This design comes from an exercise in tuning for small area, a short achievable clock period and few clock cycles on the open sky130 flow, not from production work. Where RTL was checked, it was by simulation tests only, not by an equivalence proof against the original. Power figures rest on the tool's default switching activity, not on a simulated workload.

// gvi_codec
module gvi_codec (
    input  wire       clk,
    input  wire       rst,
    input  wire       enc_in_valid,
    output wire       enc_in_ready,
    input  wire [3:0] enc_in_nib,
    input  wire       enc_in_last,
    input  wire [3:0] enc_in_shift,
    output wire       enc_out_valid,
    input  wire       enc_out_ready,
    output wire [7:0] enc_out_char,
    output wire       enc_out_last,
    input  wire       dec_in_valid,
    output wire       dec_in_ready,
    input  wire [7:0] dec_in_char,
    input  wire       dec_in_last,
    input  wire [3:0] dec_in_shift,
    output wire       dec_out_valid,
    input  wire       dec_out_ready,
    output wire [3:0] dec_out_nib,
    output wire [1:0] dec_out_err,
    output wire       dec_out_last
);
    gvi_encoder u_encoder (
        .clk(clk), .rst(rst),
        .in_valid(enc_in_valid), .in_ready(enc_in_ready),
        .in_nib(enc_in_nib), .in_last(enc_in_last), .in_shift(enc_in_shift),
        .out_valid(enc_out_valid), .out_ready(enc_out_ready),
        .out_char(enc_out_char), .out_last(enc_out_last)
    );
    gvi_decoder u_decoder (
        .clk(clk), .rst(rst),
        .in_valid(dec_in_valid), .in_ready(dec_in_ready),
        .in_char(dec_in_char), .in_last(dec_in_last), .in_shift(dec_in_shift),
        .out_valid(dec_out_valid), .out_ready(dec_out_ready),
        .out_nib(dec_out_nib), .out_err(dec_out_err), .out_last(dec_out_last)
    );
endmodule
export LEC_CHECK = 0
export ABC_AREA = 1
export CAP_MARGIN = 20
export CORE_MARGIN = 2
export CORE_UTILIZATION = 58
export SETUP_SLACK_MARGIN = 4.6
export SLEW_MARGIN = 20
create_clock -name core_clock -period 7.0 [get_ports {clk}]
standard.sh (not shown) runs the stock make flow with config.mk's settings and CLKGATE_MAP_FILE= SYNTH_SCRIPT=/design/flow/synth_recipe.tcl, a recipe that flattens the netlist after the stock synthesis.
==> flow/flow/run.sh <==
#!/bin/bash
# The standard layout with two synthesis/placement choices changed:
# - yosys's full/half-adder extraction (ADDER_MAP_FILE) is skipped, so ABC
#   maps the adders and comparators with the rest of the logic;
# - the port buffers that placement inserts are buf_1 cells.
set -euo pipefail
bash standard.sh ADDER_MAP_FILE= "BUFFER_PORTS_ARGS=-buffer_cell sky130_fd_sc_hd__buf_1" finish > orfs_make.log 2>&1
Testbench counts at the start, summed over its fixed seeds: cycles 36,153.
Next try:
--- a/flow/config.mk
+++ b/flow/config.mk
@@ -11 +11 @@
-export CORE_UTILIZATION = 58
+export CORE_UTILIZATION = 50
@@ -13,0 +14 @@
+export TNS_END_PERCENT = 10
Outcome: The changed run produced a clean layout; non-clock buffer count stays the same; power went up by 6.8%; register-to-register slack gets worse by 0.06 ns; synthesized cell count does not change; synthesized area stays the same; worst setup slack gets worse by 0.056 ns.
Next try:
--- a/flow/config.mk
+++ b/flow/config.mk
@@ -11,0 +12 @@
+export CTS_BUF_LIST = sky130_fd_sc_hd__clkbuf_8
@@ -14 +14,0 @@
-export TNS_END_PERCENT = 10
Count of clock-buffer cells in the layout shrinks by 3.
Synthesized cell count does not change.
Wire length shrinks by a few percent.
Critical path depth is unchanged.
Die area is unchanged.
Design area shrinks slightly.
Next try:
--- a/flow/config.mk
+++ b/flow/config.mk
@@ -11,3 +11,3 @@
-export CORE_UTILIZATION = 50
-export CTS_BUF_LIST = sky130_fd_sc_hd__clkbuf_8
-export SETUP_SLACK_MARGIN = 4.6
+export CORE_UTILIZATION = 40
+export PLACE_DENSITY = 0.75
+export SETUP_SLACK_MARGIN = 4.65
Result: Core utilization went down by 9.6 points. Design area grows by 4.4%. Die area climbs by 24%. Routed wire length barely changes. Via count goes up by 0.46%. Critical path depth rises by 4. Power grows by 8.7%.

---

Setup of run 1:
gvi_codec, a different RTL version from the one above (not shown whole).
Size: about 710 cells after synthesis, ~96 flip-flops, about 6300 sq um of cells after synthesis.
Settings: LEC_CHECK=0, CAP_MARGIN=20, CORE_MARGIN=2, CORE_UTILIZATION=40, SETUP_SLACK_MARGIN=3.5, SLEW_MARGIN=20; clock period 7.0 ns.
==> flow/flow/run.sh <==
#!/bin/bash
# The standard layout, with synthesis left to ABC for the adders: yosys's
# full/half-adder extraction (ADDER_MAP_FILE) is skipped, nothing else changes.
set -euo pipefail
bash standard.sh ADDER_MAP_FILE= finish > orfs_make.log 2>&1
Input-level comparison between run 2 and run 1:
--- a/flow/config.mk
+++ b/flow/config.mk
@@ -9,4 +9,4 @@
 export CORE_MARGIN = 2
 export CORE_UTILIZATION = 40
-export SETUP_SLACK_MARGIN = 3.5
+export SETUP_SLACK_MARGIN = 4.2
 export SLEW_MARGIN = 20
--- outcome ---
Data arrival time of the worst path is higher on run 2
When the final numbers for run 1 and run 2 were put side by side, the sequential cell area share turned out to be smaller in run 2.
In the flow results for run 1 and run 2, the minimum period implied by the final worst setup slack is larger on run 1.
Diff run 1..run 2 | area of all sequential standard cells | negligible
Delta(number of signal-net buffers in the layout, run 2 - run 1) > 0
[diff] hold slack, run 2 relative to run 1: regression
[compare] base=run 1 new=run 2: power has increased; total track usage +0.90 points; wire length went up by 8.8%.
No functional check of the RTL was part of any run of this note.

---

gvi_codec, a different RTL version from the one above (not shown whole).
Size in the first run: roughly 640 cells after synthesis, ~84 flip-flops, ~48 I/O pins.
## gvi_codec
module gvi_codec (
    input  wire       clk,
    input  wire       rst,
    input  wire       enc_in_valid,
    output wire       enc_in_ready,
    input  wire [3:0] enc_in_nib,
    input  wire       enc_in_last,
    input  wire [3:0] enc_in_shift,
    output wire       enc_out_valid,
    input  wire       enc_out_ready,
    output wire [7:0] enc_out_char,
    output wire       enc_out_last,
    input  wire       dec_in_valid,
    output wire       dec_in_ready,
    input  wire [7:0] dec_in_char,
    input  wire       dec_in_last,
    input  wire [3:0] dec_in_shift,
    output wire       dec_out_valid,
    input  wire       dec_out_ready,
    output wire [3:0] dec_out_nib,
    output wire [1:0] dec_out_err,
    output wire       dec_out_last
);
Settings: LEC_CHECK=0, CAP_MARGIN=20, CORE_MARGIN=2, CORE_UTILIZATION=40, SETUP_SLACK_MARGIN=3.5, SLEW_MARGIN=20; clock period 7.0 ns.
run.sh (not shown) runs the stock make flow with config.mk's settings and CLKGATE_MAP_FILE= SYNTH_SCRIPT=/design/flow/synth_recipe.tcl, a recipe that flattens the netlist after the stock synthesis.
Stock flow here: none of the scripts above is used.
The baseline went through all stages and came out clean.
Edit:
==> flow/flow/run.sh (new file) <==
#!/bin/bash
# The standard layout, with synthesis left to ABC for the adders: yosys's
# full/half-adder extraction (ADDER_MAP_FILE) is skipped, nothing else changes.
set -euo pipefail
bash standard.sh ADDER_MAP_FILE= finish > orfs_make.log 2>&1
==> flow/standard.sh (new file) <==
#!/bin/bash
# synth_recipe.tcl (not shown) runs the flow's synth.tcl, then flattens the netlist and writes it again
# the make line also repeats each setting of config.mk as NAME=value (left out here)
make -C /OpenROAD-flow-scripts/flow DESIGN_CONFIG=/design/flow/config.mk WORK_HOME=/design/flow/orfs CLKGATE_MAP_FILE= SYNTH_SCRIPT=/design/flow/synth_recipe.tcl "${@:-finish}"
- SETUP_SLACK_MARGIN: 3.5 -> unset
removed: flow/run.sh
The changed run completed without violations.
Area after synthesis is higher by a few percent.
Hold slack is worse by 0.0070 ns.
Fmax grows by a little under a tenth.
Wire length goes down slightly.
Power decreases by about a fifth.
Non-clock buffer count drops by 65.
Combinational power drops by well over a third.
Register-to-register slack improved by 0.33 ns.
Clock power shrinks by a few percent.
Edit:
==> flow/run.sh (new file) <==
#!/bin/bash
# synth_recipe.tcl (not shown) runs the flow's synth.tcl, then flattens the netlist and writes it again
# the make line also repeats each setting of config.mk as NAME=value (left out here)
make -C /OpenROAD-flow-scripts/flow DESIGN_CONFIG=/design/flow/config.mk WORK_HOME=/design/flow/orfs CLKGATE_MAP_FILE= SYNTH_SCRIPT=/design/flow/synth_recipe.tcl finish
removed: flow/flow/run.sh
removed: flow/standard.sh
=> Die area fell by a few percent. Flip-flop and latch count stays the same. Critical path depth climbs by 16. Wire length shrinks by roughly a tenth.
Function was not checked in any run of this note: the RTL went through the layout flow alone.

## what the ideal ports hide
The results above use ideal ports. As a check the final layouts listed here were re-extracted and re-timed, cells and wires unchanged. Step 1 (the two cells are an assumption about what drives the block):
set clk [get_ports {clk}]
set_driving_cell -lib_cell sky130_fd_sc_hd__clkbuf_16 $clk
set_driving_cell -lib_cell sky130_fd_sc_hd__buf_2 [delete_from_list [all_inputs] $clk]
Step 2 adds t to the input delays and takes it off the output delays; t is the mean of the earliest and latest rising clock arrival at the registers after step 1. Input paths then give back, and output paths get back, about the clock's delay inside the block. a / b / c = ideal / step 1 / step 2; a / b = the first two.
run	shift t [ns]	setup slack, ns	worst data-port slew with drivers (ns)
the first run of note 1	0.402	4.608 / 4.621 / 4.219	0.04
the second run of note 1	0.378	4.552 / 4.570 / 4.192	0.04
the third run of note 1	0.396	4.615 / 4.623 / 4.227	0.05
the fourth run of note 1	0.387	4.591 / 4.561 / 4.174	0.10
run 1	0.371	3.614 / 3.578 / 3.292	0.04
run 2	0.389	4.073 / 4.073 / 3.917	0.04
the first run of note 3	0.387	1.954 / 1.954 / 1.954	0.04
the second run of note 3	0.388	2.288 / 2.288 / 2.288	0.04
the third run of note 3	0.381	0.616 / 0.616 / 0.616	0.04
After both steps setup and hold are still met in every run listed. The setup slack of the fourth run of note 1, which loses most, moves by -0.030 ns with the drivers and by -0.417 ns with both steps.
